Background: an optimization exercise with open tools, aiming at small area. Do not read the settings as production practice. Only simulation tests tie the RTL to the original design; equivalence was not proved. No activity file was given, so power comes from the tool's default toggle rates.

==> design.v <==
module brotocol_master #(
    parameter N_A   = 5,
    parameter N_D   = 1,
    parameter K     = 1000,
    parameter REQ_W = 32
) (
    input  wire             clk,
    input  wire             rst,
    input  wire             m_start,
    input  wire [REQ_W-1:0] m_addr,
    input  wire [REQ_W-1:0] m_data,
    input  wire             m_drv_fault,
    input  wire             bus_in,
    output wire             m_drive_low,
    output reg              m_busy,
    output reg              m_done,
    output reg  [2:0]       m_result
);
    reg [3:0]     m_idx;
    reg [3:0]     m_u;
    reg [N_A-1:0] m_a;
    reg [N_D-1:0] m_d;
    wire pz, pe;
    brotocol_mpre #(.K(K)) u_pre (
        .clk (clk),
        .clr (!m_busy),
        .z   (pz),
        .e   (pe)
    );
    reg long_sym;
    always @(*) begin
        case (m_idx)
            4'd1:    long_sym = 1'b1;
            4'd2:    long_sym = m_a[0];
            4'd3:    long_sym = m_a[1];
            4'd4:    long_sym = m_a[2];
            4'd5:    long_sym = m_a[3];
            4'd6:    long_sym = m_a[4];
            4'd8:    long_sym = m_d[0];
            default: long_sym = 1'b0;
        endcase
    end
    assign m_drive_low = m_busy &&
        (m_idx == 4'd0 || (!m_u[3] && (long_sym || m_u[2:1] == 2'b00)));
    wire valid = (m_addr[REQ_W-1:N_A] == 0) && (m_data[REQ_W-1:N_D] == 0);
    wire sp    = (m_idx == 4'd7 || m_idx == 4'd9) && m_u == 4'd5 && pz;
    wire ue    = (m_u == 4'd9) && pe;
    wire last  = (m_idx == 4'd9);
    always @(posedge clk) begin
        if (rst) begin
            m_busy   <= 1'b0;
            m_result <= 3'd0;
            m_done   <= 1'b0;
        end else begin
            m_done <= 1'b0;
            if (!m_busy) begin
                if (m_start) begin
                    if (valid) begin
                        m_busy <= 1'b1;
                    end else begin
                        m_result <= 3'd4;
                        m_done   <= 1'b1;
                    end
                end
            end else if (m_drv_fault) begin
                m_busy   <= 1'b0;
                m_result <= 3'd3;
                m_done   <= 1'b1;
            end else if (sp && bus_in) begin
                m_busy   <= 1'b0;
                m_result <= (m_idx == 4'd7) ? 3'd1 : 3'd2;
                m_done   <= 1'b1;
            end else if (ue && last) begin
                m_busy   <= 1'b0;
                m_result <= 3'd0;
                m_done   <= 1'b1;
            end
        end
    end
    always @(posedge clk) begin
        if (!m_busy) begin
            m_idx <= 4'd0;
            m_u   <= 4'd0;
            m_a   <= m_addr[N_A-1:0];
            m_d   <= m_data[N_D-1:0];
        end else if (pe) begin
            if (m_u == 4'd9) begin
                m_u   <= 4'd0;
                m_idx <= m_idx + 1'b1;
            end else begin
                m_u <= m_u + 1'b1;
            end
        end
    end
endmodule
module brotocol_mpre #(
    parameter K = 1000
) (
    input  wire clk,
    input  wire clr,
    output wire z,
    output wire e
);
    localparam [9:0] TAPS = 10'h240;
    localparam [9:0] S0   = 10'h70;
    localparam [9:0] END  = 10'h238;
    reg [9:0] c;
    assign z = (c == S0);
    assign e = (c == END);
    wire fb = ^(c & TAPS) ^ e;
    always @(posedge clk) begin
        if (clr)
            c <= S0;
        else
            c <= {c[8:0], fb};
    end
endmodule
module brotocol_slave #(
    parameter N_A = 5,
    parameter N_D = 1,
    parameter K   = 1000
) (
    input  wire           clk,
    input  wire           rst,
    input  wire           bus_in,
    input  wire           s_drv_fault,
    input  wire [N_A-1:0] cfg_own_address,
    output wire           s_drive_low,
    output reg            s_rx_valid,
    output reg  [N_D-1:0] s_rx_data,
    output reg            s_hal_fail
);
    localparam PH_IDLE = 2'd0;
    localparam PH_ADDR = 2'd1;
    localparam PH_DATA = 2'd2;
    localparam PH_DONE = 2'd3;
    reg [N_A-1:0]   own_address;
    reg [1:0]       phase;
    reg [2:0]       cb;
    reg             md;      
    reg             aw;
    reg             ak;
    reg             ls;
    reg             ir;
    reg             line_prev;
    assign s_drive_low = ak;
    reg [1:0]  n_phase;
    reg [2:0]  n_cb;
    reg        n_md;
    reg        n_aw;
    reg        n_ak;
    reg        n_ls;
    reg        n_ir;
    reg        n_rx_valid;
    reg        n_rx_data;
    reg        n_hal_fail;
    reg        ld15, ld5, ld8;
    reg        fc;
    wire line    = bus_in;
    wire exp;
    wire edge_ev = (line != line_prev);
    wire own_bit = own_address[cb];
    brotocol_stmr #(.K(K)) u_tmr (
        .clk  (clk),
        .rst  (rst),
        .ld15 (ld15),
        .ld5  (ld5),
        .ld8  (ld8),
        .exp  (exp)
    );
    task reset_to_idle;
        begin
            n_phase = PH_IDLE;
            n_md    = 1'b0;
            n_cb    = 3'd0;
            n_aw    = 1'b0;
            n_ak    = 1'b0;
            n_ls    = 1'b1;
            n_ir    = 1'b0;
        end
    endtask
    always @(*) begin
        n_phase    = phase;
        n_md       = md;
        n_cb       = cb;
        n_aw       = aw;
        n_ak       = ak;
        n_ls       = ls;
        n_ir       = ir;
        n_rx_valid = 1'b0;
        n_rx_data  = s_rx_data;
        n_hal_fail = 1'b0;
        ld15 = 1'b0;
        ld5  = 1'b0;
        ld8  = 1'b0;
        fc   = 1'b0;
        if (exp) begin
            n_ls = line;
            n_aw = 1'b0;
            if (n_phase == PH_DONE) begin
                if (n_ak && s_drv_fault) begin
                    reset_to_idle;
                    n_hal_fail = 1'b1;
                end else begin
                    n_rx_data  = n_md;
                    n_rx_valid = 1'b1;
                    reset_to_idle;
                end
            end else if (n_ak) begin
                if (s_drv_fault) begin
                    reset_to_idle;
                    n_hal_fail = 1'b1;
                end else begin
                    n_ak = 1'b0;
                    if (n_phase == PH_DATA)
                        n_ir = 1'b1;
                end
            end
        end
        if (edge_ev) begin
            fc = (n_phase == PH_ADDR && n_cb == N_A) ||
                 (n_phase == PH_DATA && n_cb == N_D);
            if (line && n_ir) begin
                n_ir = 1'b0;
            end else begin
                n_ir = 1'b0;
                if (!line) begin
                    case (n_phase)
                        PH_IDLE: begin
                            if (!n_aw) begin
                                ld15 = 1'b1;
                                n_aw = 1'b1;
                            end else begin
                                reset_to_idle;
                            end
                        end
                        PH_ADDR, PH_DATA: begin
                            if (n_aw) begin
                                reset_to_idle;
                            end else if (!fc) begin
                                ld5  = 1'b1;
                                n_aw = 1'b1;
                            end else if (n_phase == PH_ADDR && n_md) begin
                                reset_to_idle;
                            end else if (s_drv_fault) begin
                                reset_to_idle;
                                n_hal_fail = 1'b1;
                            end else begin
                                n_ak = 1'b1;
                                ld8  = 1'b1;
                                n_aw = 1'b1;
                                if (n_phase == PH_ADDR) begin
                                    n_cb    = 3'd0;
                                    n_phase = PH_DATA;
                                end else begin
                                    n_phase = PH_DONE;
                                end
                            end
                        end
                        default: begin
                            reset_to_idle;
                        end
                    endcase
                end else begin
                    case (n_phase)
                        PH_IDLE: begin
                            if (!n_aw && !n_ls) begin
                                n_phase = PH_ADDR;
                                n_cb    = 3'd0;
                            end else begin
                                reset_to_idle;
                            end
                        end
                        PH_ADDR, PH_DATA: begin
                            if (fc) begin
                                reset_to_idle;
                            end else if (n_aw) begin
                                if (n_phase == PH_ADDR && own_bit)
                                    n_md = 1'b1;
                                n_cb = n_cb + 1'b1;
                            end else if (!n_ls) begin
                                if (n_phase == PH_ADDR ? !own_bit : (n_cb == 3'd0))
                                    n_md = 1'b1;
                                n_cb = n_cb + 1'b1;
                            end else begin
                                reset_to_idle;
                            end
                        end
                        default: begin
                            reset_to_idle;
                        end
                    endcase
                end
            end
        end
    end
    always @(posedge clk) begin
        line_prev <= bus_in;
        if (rst) begin
            own_address <= cfg_own_address;
            phase       <= PH_IDLE;
            md          <= 1'b0;
            cb          <= 3'd0;
            aw          <= 1'b0;
            ak          <= 1'b0;
            ls          <= 1'b1;
            ir          <= 1'b0;
            s_rx_valid  <= 1'b0;
            s_rx_data   <= 1'b0;
            s_hal_fail  <= 1'b0;
        end else begin
            phase      <= n_phase;
            md         <= n_md;
            cb         <= n_cb;
            aw         <= n_aw;
            ak         <= n_ak;
            ls         <= n_ls;
            ir         <= n_ir;
            s_rx_valid <= n_rx_valid;
            s_rx_data  <= n_rx_data;
            s_hal_fail <= n_hal_fail;
        end
    end
endmodule
module brotocol_stmr #(
    parameter K = 1000
) (
    input  wire clk,
    input  wire rst,
    input  wire ld15,
    input  wire ld5,
    input  wire ld8,
    output wire exp
);
    localparam [13:0] TAPS = 14'h2106;
    localparam [13:0] S15  = 14'hd;
    localparam [13:0] S5   = 14'h3;
    localparam [13:0] S8   = 14'h340c;
    localparam [13:0] E    = 14'h2000;
    reg [13:0] t;
    assign exp = (t == E);
    wire fb = ^(t & TAPS) & !exp;
    always @(posedge clk) begin
        if (rst)
            t <= 0;
        else if (ld15)
            t <= S15;
        else if (ld5)
            t <= S5;
        else if (ld8)
            t <= S8;
        else
            t <= {t[12:0], fb};
    end
endmodule
module brotocol_engine (
    input  wire        clk,
    input  wire        rst,
    input  wire        m_start,
    input  wire [31:0] m_addr,
    input  wire [31:0] m_data,
    input  wire        m_drv_fault,
    output wire        m_drive_low,
    output wire        m_busy,
    output wire        m_done,
    output wire [2:0]  m_result,
    input  wire        s_drv_fault,
    input  wire [4:0]  cfg_own_address,
    output wire        s_drive_low,
    output wire        s_rx_valid,
    output wire [0:0]  s_rx_data,
    output wire        s_hal_fail,
    input  wire        bus_in
);
    localparam N_A   = 5;
    localparam N_D   = 1;
    localparam K     = 1000;
    localparam REQ_W = 32;
    brotocol_master #(.N_A(N_A), .N_D(N_D), .K(K), .REQ_W(REQ_W)) u_master (
        .clk         (clk),
        .rst         (rst),
        .m_start     (m_start),
        .m_addr      (m_addr),
        .m_data      (m_data),
        .m_drv_fault (m_drv_fault),
        .bus_in      (bus_in),
        .m_drive_low (m_drive_low),
        .m_busy      (m_busy),
        .m_done      (m_done),
        .m_result    (m_result)
    );
    brotocol_slave #(.N_A(N_A), .N_D(N_D), .K(K)) u_slave (
        .clk             (clk),
        .rst             (rst),
        .bus_in          (bus_in),
        .s_drv_fault     (s_drv_fault),
        .cfg_own_address (cfg_own_address),
        .s_drive_low     (s_drive_low),
        .s_rx_valid      (s_rx_valid),
        .s_rx_data       (s_rx_data),
        .s_hal_fail      (s_hal_fail)
    );
endmodule
==> run.sh <==
#!/bin/bash
# synth_recipe.tcl (not shown) runs the flow's synth.tcl, then flattens the netlist and writes it again
# the make line also repeats each setting of config.mk as NAME=value (left out here)
make -C /OpenROAD-flow-scripts/flow DESIGN_CONFIG=/design/flow/config.mk WORK_HOME=/design/flow/orfs CLKGATE_MAP_FILE= SYNTH_SCRIPT=/design/flow/synth_recipe.tcl finish
==> config.mk <==
export PLATFORM = sky130hd
export DESIGN_NAME = brotocol_engine
export DESIGN_NICKNAME = brotocol_engine
export VERILOG_FILES = /design/flow/design.v
export SDC_FILE = /design/flow/constraint.sdc
export NUM_CORES = 4
export LEC_CHECK = 0
export CAP_MARGIN = 20
export CORE_MARGIN = 2
export CORE_UTILIZATION = 40
export PLACE_DENSITY = 0.6
export SLEW_MARGIN = 20
==> constraint.sdc <==
create_clock -name core_clock -period 10.0 [get_ports {clk}]
set_input_delay 2.0000 -clock core_clock [delete_from_list [all_inputs] [get_ports {clk}]]
set_output_delay 2.0000 -clock core_clock [all_outputs]
set_load 0.01 [all_outputs]
==> impl_metrics.ini, run 1 <==
[yosys]
syn-num-nets = 444
synth_compound_area_frac = 0.160
synth_simple_gate_area_frac = 0.312
synth_top_family_by_area = simple AND/OR/NAND/NOR gates
synth_area_leaders = dfxtp_1, edfxtp_1, nor2_1
synth_edf_count = 11
synth_cell_types = 59
muxShareOfSynthArea = 0.0162
synth_largest_area_cell = dfxtp_1
syn_avg_cell_area_um2 = 9.06
syn_inst = 358
synth_top_flop_cell = dfxtp_1
ys_seq_elements = 62
synthAdderAreaFrac = 0.0424
yosys_warnings = 4
synth_xor_area_frac = 0.0243
netlist_area_um2 = 3240
yosysTopAreaCellShare = 0.315
ys_seq_area_frac = 0.417
async_flop_share = 0

[cells_and_area]
area_growth_pct = 35.6
fin_cells = 553
n_antenna_cell = 0
final_area_um2 = 4400
drive_gt1_frac = 0.0687
fin_util = 0.563
fin_nets = 532

[cts]
cts_tree = done
cts.htree.levels = 3
cts_resized = 0
path_clk_slew_ns = 0.07
clock_sinks = 62
post_cts_buffers = 0
clockRootBuffer = clkbuf_8
cts_max_path_buffers = 2
ctsHoldBuffers = 0
clk_latency_ns = 0.34
cts_buffers = 9

[pwr]
swShare = 0.234
seq_power_share = 0.473
combPwrFrac = 0.116
p_int_mw = 0.428
p_leak_nw = 1.58
vdd_drop_max_uv = 61.4
p_clk_frac = 0.411
powerDensity_nw_per_um2 = 127
power.switching_mw = 0.131

[floorplanning]
fp-row-count = 32
dieArea_um2 = 8840
die_w_um = 94.0
core_um2 = 7810
io_pins = 85
die_h_um = 94.0
start_util = 0.415

[hold_path]
hold_path.class = reg -> reg
hold_depth = 1
holdPathEnd = u_master.u_pre.c[6]
min_from = u_master.u_pre.c[5]

[grt]
grt_pass1_vias = 2946
grt-ovfl-total = 0
grt_max_degree = 33
track_usage = 0.202
grt_pass1_wl_mm = 13.9
antenna_found_initial = 0

[placement]
io_buffer_count = 84
dp_hpwl_mm = 6.51
gp_congestion = 0.909
dp_cells = 537
placed_area_um2 = 4190
place_ws_ns = 4.50

[setup_path]
r2r-start = u_slave.u_tmr.t[2]
r2r-end = u_slave.u_tmr.t[7]
crit_fanout = 8
rrSetupSlack_ns = 6.05
cp.arrival_ns = 5.45
crit_path_end_kind = flip-flop
ff2ff_path_depth = 13
worstSetupPathType = in -> reg
critPathLaunchType = input pin
critPathRequiredTime_ns = 10.24

[sta]
clock_skew_ns = 0.00925
relSlewSlack = 0.490
finalCritPeriodShare = 0.521
finalWorstSetupSlack_ns = 4.79
rsz0062_at_grt = no
finalSetupViolCount = 0
fin_crit_ns = 5.21
tns_ns = 0
max_freq_mhz = 192
hold_viol_final = 0
worst_pin_slew_ns = 0.765
slew_violations = 0

[drt]
wl_per_cell_um = 15.4
routed_via_density = 5.40
drc = 0
first_pass_iters = 5
drtIter0Drc = 154
vias = 2985
finalWirelength_mm = 8.53
postRouteAntennaNets = 0

[flow_run]
maxCapViolCount = 0

[outcome]
status = timing/DRC/antenna clean
==> critical path, cell delays in order <==
cell and delay (ns):
clkdlybuf4s50_1 0.54, nand2_1 0.11, nand2_1 0.16, nand2_1 0.23, nand2_1 0.28, inv_1 0.13
ha_1 0.43, inv_1 0.08, nor2_1 0.20, nand2_1 0.10, a211oi_1 0.59, and2_2 0.32
nor3_4 0.07, and2_1 0.18
==> layer usage <==
layer / GRT usage / vias up / wire length (µm) / share of wire
met3: 0.0417 / 15 / 515 / 0.060
met5: 0 / - / 0 / 0
li1: - / 1493 / - / -
met2: 0.334 / 98 / 3970 / 0.47
met1: 0.255 / 1379 / 3850 / 0.45
met4: 0.0882 / 0 / 193 / 0.023
==> registers in the layout (all words and copies together), names as in the netlist, 2 cells and up <==
signal	count
u_slave.u_tmr.t	14
u_slave.phase	2
u_slave.cb	3
u_slave.own_address	5
u_master.m_result	3
u_master.m_a	5
u_master.m_idx	4
u_master.u_pre.c	10
u_master.m_u	4
==> cells in the mapped netlist, types with 11 or more instances <==
| cell | instances |
|---|---|
| nor4_1 | 19 |
| nor3_1 | 11 |
| edfxtp_1 | 11 |
| nor2_1 | 37 |
| a21oi_1 | 23 |
| o21ai_0 | 12 |
| nand2b_1 | 12 |
| and2_1 | 16 |
| nand2_1 | 29 |
| inv_1 | 16 |
| ha_1 | 11 |
| dfxtp_1 | 51 |
==> through the flow <==
step	total power [mW]	hold WS [ns]
2_1_floorplan	0.295	0.411
3_3_place_gp	0.335	0.420
3_5_place_dp	0.334	0.425
4_1_cts	0.566	0.440
5_1_grt	0.582	0.477
6_report	0.559	0.440
==> cell type report <==
cell class	count	area, µm²
fill	725	3410
multi-input combinational	272	1800
sequential	62	1350
timing repair buffer	85	848
clock buffer	11	153
tap	102	128
inverter	16	60.1
clock inverter	5	56.3
==> cell families after synthesis <==
logic type / count (synthesis)
AND/OR/NAND/NOR: 172
AO/OA/AOI/OAI: 76
flip-flops: 62
buffers and inverters: 24
adder cells (fa/ha/maj): 11
XOR/XNOR: 9
multiplexers: 4
==> layout by cell type, fill, tap and decap left out, drive strengths merged, types with 2 or more instances in the layout <==
master / n
clkdlybuf4s50: 84
dfxtp: 51
nor2: 37
nand2: 29
a21oi: 23
nor4: 22
and2: 17
inv: 16
o21ai: 14
nand2b: 12
nor3: 12
ha: 11
edfxtp: 11
clkbuf: 11
nand3: 7
nand4: 7
xnor2: 6
o21a: 5
o31ai: 5
a211oi: 4
nand3b: 4
nor2b: 4
nor4b: 4
a22oi: 3
mux2i: 3
nand4bb: 3
or3: 3
xor2: 3
a21boi: 3
o211ai: 3
a31oi: 3
clkinv: 3
and4: 2
and4b: 2
a221oi: 2
o22a: 2
nor3b: 2
nor4bb: 2
nand4b: 2
o2111ai: 2
==> worst max-delay path by stage <==
stage,startpoint,depth (start not counted),end,slack (ns)
2_1_floorplan,s_drv_fault,13,u_slave.u_tmr.t[11],5.73
3_3_place_gp,s_drv_fault,14,u_slave.u_tmr.t[4],4.61
3_5_place_dp,s_drv_fault,14,u_slave.u_tmr.t[7],4.50
4_1_cts,s_drv_fault,14,u_slave.u_tmr.t[7],4.86
5_1_grt,s_drv_fault,14,u_slave.u_tmr.t[8],4.52
6_report,s_drv_fault,14,u_slave.u_tmr.t[7],4.79
==> power groups by stage <==
stage	Clock, mW	Combinational, mW	Sequential, mW
final	0.230	0.0647	0.264
after global routing	0.247	0.0699	0.265
after CTS	0.237	0.0647	0.264
after detailed placement	0	0.0644	0.270
after global placement	0	0.0647	0.270
after floorplan	0	0.0266	0.269
==> run 2, diff against run 1 <==
==> flow/run.sh (new file) <==
#!/bin/bash
# Standard layout, with two changes: the port buffers are the smallest buffer
# cell (every input and output port still gets one), and clock tree synthesis
# does not add dummy loads. Each tool's output stays in orfs/logs; make's own
# output goes to flow.log.
set -euo pipefail
export BUFFER_PORTS_ARGS="-buffer_cell sky130_fd_sc_hd__buf_1"
export CTS_ARGS="-sink_clustering_enable -repair_clock_nets -dont_use_dummy_load"
bash standard.sh > flow.log 2>&1
==> standard.sh (new file) <==
#!/bin/bash
# synth_recipe.tcl (not shown) runs the flow's synth.tcl, then flattens the netlist and writes it again
# the make line also repeats each setting of config.mk as NAME=value (left out here)
make -C /OpenROAD-flow-scripts/flow DESIGN_CONFIG=/design/flow/config.mk WORK_HOME=/design/flow/orfs CLKGATE_MAP_FILE= SYNTH_SCRIPT=/design/flow/synth_recipe.tcl "${@:-finish}"
removed: run.sh
==> impl_metrics.ini, run 2 <==
[sta]
slew_violations = 0
hold_viol_final = 0
rsz0062_at_grt = no
finalSetupViolCount = 0
max_freq_mhz = 212
relSlewSlack = 0.495
fin_crit_ns = 4.72
worst_pin_slew_ns = 0.758
finalCritPeriodShare = 0.472
tns_ns = 0
clock_skew_ns = 0.0198

[placement]
placed_area_um2 = 3660
io_buffer_count = 84
gp_congestion = 0.874
dp_hpwl_mm = 6.10

[cells_and_area]
seqCellArea_um2 = 1350
n_antenna_cell = 0
area_growth_pct = 16.8
final_area_um2 = 3790
nFillCells = 766
fin_nets = 532
final_cell_mix = buf_1, dfxtp_1, nor2_1
top_regs = u_slave.u_tmr.t: 14 flops, u_master.u_pre.c: 10 flops
largest-register = u_slave.u_tmr.t
largest_reg_flops = 14
multi_input_area_um2 = 1800
drive_gt1_frac = 0.0563
mostFrequentLayoutCell = buf_1

[cts]
cts_buffers = 9
cts_max_path_buffers = 2
cts_tree = done
cts.htree.levels = 3
path_clk_slew_ns = 0.06
ctsHoldBuffers = 0
clock_sinks = 62
post_cts_buffers = 0
cts_resized = 0
clk_latency_ns = 0.33
clockRootBuffer = clkbuf_8

[grt]
gr-usage-met1 = 0.240
antenna_found_initial = 0
grt-ovfl-total = 0
gr-max-usage-layer = met2
grt_pass1_wl_mm = 13.2
use_met3 = 0.0449
grt_max_degree = 33
grt_pass1_vias = 2842
track_usage = 0.190
met2_usage = 0.317

[floorplanning]
die_w_um = 94.0
dieArea_um2 = 8840
io_pins = 85
start_util = 0.415
fp-row-count = 32
core_um2 = 7810
die_h_um = 94.0

[setup_path]
worstSetupPathType = in -> reg
r2r-start = u_slave.u_tmr.t[6]
cp.arrival_ns = 4.95
worstSetupStartpoint = s_drv_fault
critPathLaunchType = input pin
crit_fanout = 8
critPathRequiredTime_ns = 10.23
crit_path_end_kind = flip-flop

[outcome]
status = timing/DRC/antenna clean

[drt]
postRouteAntennaNets = 0
routed_via_density = 5.44
wl_per_cell_um = 14.7
vias = 2971
drc = 0
finalWirelength_mm = 8.00
first_pass_iters = 6
drtIter0Drc = 103

[yosys]
syn_inst = 358
synth_most_common_cell = dfxtp_1
async_flop_share = 0
synth_edf_count = 11
yosys_warnings = 4
ys_seq_area_frac = 0.417
synth_largest_area_cell = dfxtp_1
synth_area_leaders = dfxtp_1, edfxtp_1, nor2_1
synth_cell_types = 59
syn-num-nets = 444
yosysTopAreaCellShare = 0.315
synth_top_flop_cell = dfxtp_1
ys_seq_elements = 62
ys_top_cells_by_count = dfxtp_1, nor2_1, nand2_1
syn_avg_cell_area_um2 = 9.06
netlist_area_um2 = 3240

[pwr]
vdd_drop_max_uv = 50.1
p_leak_nw = 1.31
powerDensity_nw_per_um2 = 124
totalPowerFinal_mw = 0.469

[hold_path]
min_from = u_master.u_pre.c[5]
hold_path.class = reg -> reg

[flow_run]
maxCapViolCount = 0
run 2: worst max-delay path, stage by stage:
cell and delay, ns:
buf_1 0.16, nand2_1 0.12, nand2_1 0.16, nand2_1 0.20, nand2_1 0.25, inv_1 0.12, ha_1 0.43, inv_1 0.09
nor2_1 0.21, nand2_1 0.10, a211oi_1 0.55, and2_2 0.31, nor3_4 0.07, and2_1 0.17
run 2: final timing paths:
path	slack, ns	end	cells after the start
hold reg to reg	0.44	u_master.u_pre.c[6]	1
hold / removal	0.44	u_master.u_pre.c[6]	1
setup reg to reg	6.18	u_slave.u_tmr.t[11]	13
setup / recovery	5.28	u_slave.u_tmr.t[11]	14
run 2: cell type report:
cell class	instances	share of cell area
tap	102	0.0337
multi-input combinational	272	0.476
timing repair buffer	85	0.0852
inverter	16	0.0159
sequential	62	0.357
clock buffer	9	0.0327
run 2: layer usage:
metal  up-vias  wire length [µm]
li1       1483                 -
met1      1358              3530
met2       115              3850
met3        15               513
met4         0               109
met5         -                 0
run 2: report_power, final:
group | leakage, nW | total, mW | switching, mW | internal, mW
clock network | 0.0647 | 0.159 | 0.0793 | 0.0798
registers | 0.526 | 0.264 | 0.00407 | 0.260
logic | 0.721 | 0.0455 | 0.0262 | 0.0193
run 2: cells by family after synthesis:
family	share of synthesized area
flops	0.417
compound gates	0.161
buf+inv	0.0278
simple gates	0.312
mux	0.0162
xor+xnor	0.0243
fa+ha+maj	0.0424
run 2: per-stage QoR:
stage	worst slack (ns)	utilization	cells	hold WS, ns
detailed placement	4.99	0.469	537	0.429
CTS	5.34	0.485	546	0.441
global route	4.97	0.485	546	0.452
global placement	5.02	0.469	537	0.420
floorplan	5.73	-	358	0.411
finish	5.28	0.485	546	0.435

==> afterwards: timing with drivers on the ports <==
Ports are ideal in the flow. The routed layouts listed here were re-timed in OpenROAD.
Step 1, drivers: a clkbuf_16 drives clk and a buf_2 each remaining input, both assumed.
Step 2 times the ports against the registers' clock, not the clock port: input delays grow and output delays shrink by t, the midpoint of the rising clock arrivals with the driver on.
a / b / c = ideal ports / drivers / drivers and shift; a / b = the first two.
run | t (ns) | setup slack, ns | clock arrival spread, ns
run 1 | 0.371 | 4.793 / 4.798 / 4.427 | 0.009 / 0.010
run 2 | 0.349 | 5.279 / 5.283 / 4.935 | 0.021 / 0.021
After both steps setup and hold are still met in every run listed. For run 1, which loses most, drivers alone change the setup slack by +0.005 ns; drivers and shift together by -0.366 ns.
